This design comes from an exercise in tuning for small area, a short achievable clock period and few clock cycles on the open sky130 flow, not from production work.
In this exercise RTL edits were held to simulation tests only and were not proved equivalent to the original.
Power is estimated from default activity; no workload was simulated.

==> job 364: inputs <==
Design gdc_dbuf, start of the top module:
module gdc_dbuf (
    input  wire        clk,
    input  wire        rst,           
    input  wire        ep_valid,
    output wire        ep_ready,
    input  wire [31:0] ep_data,
    input  wire        in_valid,
    output wire        in_ready,
    input  wire [15:0] in_data,
    output reg         resp_valid,
    input  wire        resp_ready,
    output wire [31:0] resp_data,
    output reg         err_valid,
    output reg  [1:0]  err_cause,     
    output reg  [7:0]  err_opc
);
make LEC_CHECK=0 CAP_MARGIN=20 CORE_MARGIN=2 CORE_UTILIZATION=40 PLACE_DENSITY=0.6 SLEW_MARGIN=20 finish   # period 45.0 ns
run.sh (not shown) runs the stock make flow with config.mk's settings and CLKGATE_MAP_FILE= SYNTH_SCRIPT=/design/flow/synth_recipe.tcl, a recipe that flattens the netlist after the stock synthesis.
==> inputs of job 5047, as changes to job 364 <==
--- a/flow/design.v
+++ b/flow/design.v
@@ -181,50 +181,71 @@
         for (r = 0; r < 48; r = r + 1)
             rd_w = rd_w | (mem[16*r +: 16] & {16{rd_word == r}});
     end
     wire [15:0] rd_raw = bps2 ? rd_w : {8'h00, rd_slot[0] ? rd_w[15:8] : rd_w[7:0]};
     wire [15:0] rd_sample = decode(rd_raw, depth);
     wire        r_load = in_bv && (!r_v || writing);
     wire [15:0] r_n_nx = r_load ? in_w : r_n;
     wire [16:0] r_d_nx = {rd_sample[15], rd_sample} - {r_n_nx[15], r_n_nx};
-    wire signed [16:0] bl_d = r_d;
-    wire signed [5:0]  bl_r = {1'b0, wfade};
-    wire signed [21:0] bl_p = bl_d * bl_r;
-    wire [19:0] bl_u = {1'b1, ~bl_p[21], bl_p[20:3]};
+    wire [20:0] d_x = {{4{r_d[16]}}, r_d};
+    wire [20:0] cs_a0 = wfade[0] ? d_x        : 21'd0;
+    wire [20:0] cs_a1 = wfade[1] ? d_x << 1   : 21'd0;
+    wire [20:0] cs_a2 = wfade[2] ? d_x << 2   : 21'd0;
+    wire [20:0] cs_a3 = wfade[3] ? d_x << 3   : 21'd0;
+    wire [20:0] cs_a4 = wfade[4] ? d_x << 4   : 21'd0;
+    wire [20:0] cs_a5 = {{2{r_n[15]}}, r_n, 3'd0};
+    wire [20:0] cs_a6 = {r_n[15], r_n, 4'd0};
+    wire [20:0] s1 = cs_a0 ^ cs_a1 ^ cs_a2;
+    wire [20:0] c1 = {(cs_a0[19:0] & cs_a1[19:0]) | (cs_a0[19:0] & cs_a2[19:0]) |
+                      (cs_a1[19:0] & cs_a2[19:0]), 1'b0};
+    wire [20:0] s2 = cs_a3 ^ cs_a4 ^ cs_a5;
+    wire [20:0] c2 = {(cs_a3[19:0] & cs_a4[19:0]) | (cs_a3[19:0] & cs_a5[19:0]) |
+                      (cs_a4[19:0] & cs_a5[19:0]), 1'b0};
+    wire [20:0] s3 = s1 ^ c1 ^ s2;
+    wire [20:0] c3 = {(s1[19:0] & c1[19:0]) | (s1[19:0] & s2[19:0]) | (c1[19:0] & s2[19:0]), 1'b0};
+    wire [20:0] s4 = s3 ^ c3 ^ c2;
+    wire [20:0] c4 = {(s3[19:0] & c3[19:0]) | (s3[19:0] & c2[19:0]) | (c3[19:0] & c2[19:0]), 1'b0};
+    wire [20:0] s5 = s4 ^ c4 ^ cs_a6;
+    wire [20:0] c5 = {(s4[19:0] & c4[19:0]) | (s4[19:0] & cs_a6[19:0]) |
+                      (c4[19:0] & cs_a6[19:0]), 1'b0};
+    wire [20:0] bl_s = s5 + c5;
+    wire [18:0] bl_u = {1'b1, ~bl_s[20], bl_s[19:3]};
     reg [3*21*6-1:0] sfx;
     reg [15:0] bl_q;
     integer a, b;
     always @(*) begin
         sfx = {3*21*6{1'b0}};
         for (a = 0; a <= 20; a = a + 1)
-            sfx[3*a +: 3] = bit3((a < 20) ? bl_u[a] : 1'b0, 1'b0);
+            sfx[3*a +: 3] = bit3((a < 19) ? bl_u[a] : 1'b0, 1'b0);
         for (a = 0; a <= 20; a = a + 1)
-            sfx[3*(21+a) +: 3] = (a < 20) ? add3(sfx[3*a +: 3], bit3((a < 19) ? bl_u[a+1] : 1'b0, 1'b1))
+            sfx[3*(21+a) +: 3] = (a < 19) ? add3(sfx[3*a +: 3], bit3((a < 18) ? bl_u[a+1] : 1'b0, 1'b1))
                                           : sfx[3*a +: 3];
         for (b = 1; b < 5; b = b + 1)
             for (a = 0; a <= 20; a = a + 1)
                 sfx[3*(21*(b+1)+a) +: 3] = (a + (1 << b) <= 20) ?
                     add3(sfx[3*(21*b+a) +: 3], sfx[3*(21*b+a+(1 << b)) +: 3]) :
                     sfx[3*(21*b+a) +: 3];
         for (a = 0; a < 16; a = a + 1)
             bl_q[a] = sfx[3*(21*5+a+1) + 2] || (sfx[3*(21*5+a+1) + 1] && bl_u[a]);
     end
-    wire [15:0] wr_sample = (wfade != 5'd0) ? r_n + bl_q : r_n;
+    wire [15:0] wr_sample = bl_q;
     wire [15:0] wr_code   = encode(wr_sample, depth);
     wire [5:0] wr_word = bps2 ? wh[5:0] : wh[6:1];
     wire       wr_lo   = writing && (bps2 || !wh[0]);
     wire       wr_hi   = writing && (bps2 ||  wh[0]);
-    wire [7:0] wd_lo   = rst ? 8'h00 : wr_code[7:0];
-    wire [7:0] wd_hi   = rst ? 8'h00 : (bps2 ? wr_code[15:8] : wr_code[7:0]);
+    reg        rst_q;
+    always @(posedge clk) rst_q <= rst;
+    wire [7:0] wd_lo   = rst_q ? 8'h00 : wr_code[7:0];
+    wire [7:0] wd_hi   = rst_q ? 8'h00 : (bps2 ? wr_code[15:8] : wr_code[7:0]);
     integer k;
     always @(posedge clk) begin
         for (k = 0; k < 48; k = k + 1) begin
-            if (rst || (wr_lo && wr_word == k)) mem[16*k +: 8]     <= wd_lo;
-            if (rst || (wr_hi && wr_word == k)) mem[16*k + 8 +: 8] <= wd_hi;
+            if (rst_q || (wr_lo && wr_word == k)) mem[16*k +: 8]     <= wd_lo;
+            if (rst_q || (wr_hi && wr_word == k)) mem[16*k + 8 +: 8] <= wd_hi;
         end
     end
     wire [1:0]  opa_depth = clamp_depth(e1_w);
     wire [15:0] enc_code  = encode(op_imm, opa_depth);
     wire [15:0] dec_smp   = decode(op_imm, opa_depth);
     wire [1:0]  bd_new    = clamp_depth({16'd0, h_imm});
     wire [6:0]  wh_cur    = writing ? wh_next : wh;
     wire [6:0]  wh_after_bd = (bd_new[1] && wh_cur >= 7'd48) ? wh_cur - 7'd48 : wh_cur;
@@ -248,98 +269,89 @@
             e0_v       <= 1'b0;
             ep_rdy     <= 1'b0;
             in_bv      <= 1'b0;
             r_v        <= 1'b0;
             ph_op      <= 1'b0;
             resp_valid <= 1'b0;
             err_valid  <= 1'b0;
         end else begin
-            err_valid <= 1'b0;
+            err_valid <= take && !ph_op && !h_ok;
             if (resp_valid && resp_ready) resp_valid <= 1'b0;
             if (e1_free) begin
                 if (e0_v) begin
                     e1_v <= 1'b1;
-                    e1_w <= e0_w;
                     e0_v <= ep_push;
-                    e0_w <= ep_data;
                 end else begin
                     e1_v <= ep_push;
-                    e1_w <= ep_data;
                 end
             end else if (ep_push) begin
                 e0_v <= 1'b1;
-                e0_w <= ep_data;
             end
             ep_rdy <= !(e1_free ? (e0_v && ep_push) : (e0_v || ep_push));
-            if (in_ready) begin
-                in_bv <= in_valid;
-                in_w  <= in_data;
-            end
+            if (in_ready) in_bv <= in_valid;
             if (r_load) r_v <= 1'b1;
             else if (writing) r_v <= 1'b0;
-            r_n <= r_n_nx;
-            r_d <= r_d_nx;
             if (writing) begin
                 if (wfade != 5'd0) wfade <= wfade - 5'd1;
                 wh      <= wh_next;
                 wr_left <= wr_left - 16'd1;
                 wr_one  <= (wr_left == 16'd2);
                 if (wr_one) wr_busy <= 1'b0;
             end
             if (take && !ph_op) begin
-                if (!h_known) begin
-                    err_valid <= 1'b1; err_cause <= 2'd1; err_opc <= h_opc;
-                end else if (h_resv_bad) begin
-                    err_valid <= 1'b1; err_cause <= 2'd2; err_opc <= h_opc;
-                end
                 if (h_known && h_two) ph_op <= 1'b1;
-                k_enc  <= h_ok && (h_opc == OP_ENCODE);
-                k_dec  <= h_ok && (h_opc == OP_DECODE);
-                k_rd   <= h_ok && (h_opc == OP_RDSMP);
-                k_swh  <= h_ok && (h_opc == OP_SETWH);
-                k_dms  <= h_ok && (h_opc == OP_DMS);
-                op_imm <= h_imm;
                 if (h_wb && h_imm != 16'd0) begin
                     wr_left <= h_imm;
                     wr_busy <= 1'b1;
                     wr_one  <= (h_imm == 16'd1);
                 end
                 if (h_sbd && bd_new != depth) begin
                     depth <= bd_new;
                     wh    <= wh_after_bd;
                 end
-                if (h_dr) begin
-                    resp_valid <= 1'b1;
-                    resp_sx    <= 1'b0;
-                    resp_lo    <= {9'd0, dr_val};
-                end
+                if (h_dr) resp_valid <= 1'b1;
             end
             if (take && ph_op) begin
                 ph_op <= 1'b0;
-                if (k_enc) begin
-                    resp_valid <= 1'b1;
-                    resp_sx    <= 1'b0;
-                    resp_lo    <= enc_code;
-                end
-                if (k_dec) begin
-                    resp_valid <= 1'b1;
-                    resp_sx    <= dec_smp[15];
-                    resp_lo    <= dec_smp;
-                end
-                if (k_rd) begin
-                    resp_valid <= 1'b1;
-                    resp_sx    <= rd_sample[15];
-                    resp_lo    <= rd_sample;
-                end
-                if (k_dms) begin
-                    resp_valid <= 1'b1;
-                    resp_sx    <= 1'b0;
-                    resp_lo    <= {9'd0, ms_val};
-                end
+                if (op_resp) resp_valid <= 1'b1;
                 if (k_swh) begin
                     wh    <= opa_wrapped;
                     wfade <= 5'd24;
                 end
             end
         end
     end
+    always @(posedge clk) begin
+        if (e1_free)          e1_w <= e0_v ? e0_w : ep_data;
+        if (e1_free || !e0_v) e0_w <= ep_data;
+        if (in_ready)         in_w <= in_data;
+        r_n <= r_n_nx;
+        r_d <= r_d_nx;
+        if (take && !ph_op) begin
+            err_cause <= h_known ? 2'd2 : 2'd1;
+            err_opc   <= h_opc;
+            k_enc  <= h_ok && (h_opc == OP_ENCODE);
+            k_dec  <= h_ok && (h_opc == OP_DECODE);
+            k_rd   <= h_ok && (h_opc == OP_RDSMP);
+            k_swh  <= h_ok && (h_opc == OP_SETWH);
+            k_dms  <= h_ok && (h_opc == OP_DMS);
+            op_imm <= h_imm;
+        end
+        if (take && !ph_op && h_dr) begin
+            resp_sx <= 1'b0;
+            resp_lo <= {9'd0, dr_val};
+        end
+        if (take && ph_op && op_resp) begin
+            resp_sx <= 1'b0;
+            resp_lo <= {9'd0, ms_val};
+            if (k_enc) resp_lo <= enc_code;
+            if (k_dec) begin
+                resp_sx <= dec_smp[15];
+                resp_lo <= dec_smp;
+            end
+            if (k_rd) begin
+                resp_sx <= rd_sample[15];
+                resp_lo <= rd_sample;
+            end
+        end
+    end
 endmodule
- CTS_BUF_LIST: default -> sky130_fd_sc_hd__clkbuf_4 sky130_fd_sc_hd__clkbuf_8
==> results.txt <==
- Setup slack: job 5047 is higher than job 364 (500 ps).
- Of job 364 and job 5047, job 364 has the higher synthesized cell count (gap 7.2%, measured against job 5047).
- Of job 364 and job 5047, job 364 has the higher utilization (gap 0.47 points).
- Clock power: job 364 is higher than job 5047 (8.2%).
- Sequential share of layout area: job 5047 is higher than job 364 (0.93 points).
- Between job 5047 and job 364, the lower register-to-register slack is in job 364 (gap 800 ps).
Testbench counts of job 364, summed over its fixed seeds: cycles 42,259.
Testbench counts of job 5047, summed over its fixed seeds: cycles 42,259.

==> port drivers added, routing unchanged <==
How much do the figures lean on ideal ports? The routed layouts below were timed once more, with nothing changed but the port constraints.
Step 1 assumes that a clkbuf_16 drives the clock port and a buf_2 every other input.
Step 2 times the ports against the registers' clock, not the clock port: input delays grow and output delays shrink by t, the midpoint of the rising clock arrivals with the driver on.
Slacks: ideal ports / drivers / drivers and shift; pairs: ideal ports / drivers.
run	shift t [ns]	setup slack, ns	hold slack, ns	pins driven straight from the clock port
job 364	0.791	32.784 / 32.784 / 32.784	0.505 / 0.505 / 0.505	1
job 5047	0.928	33.283 / 33.214 / 33.584	0.482 / 0.482 / 0.482	1
After both steps setup and hold are still met in every run listed.
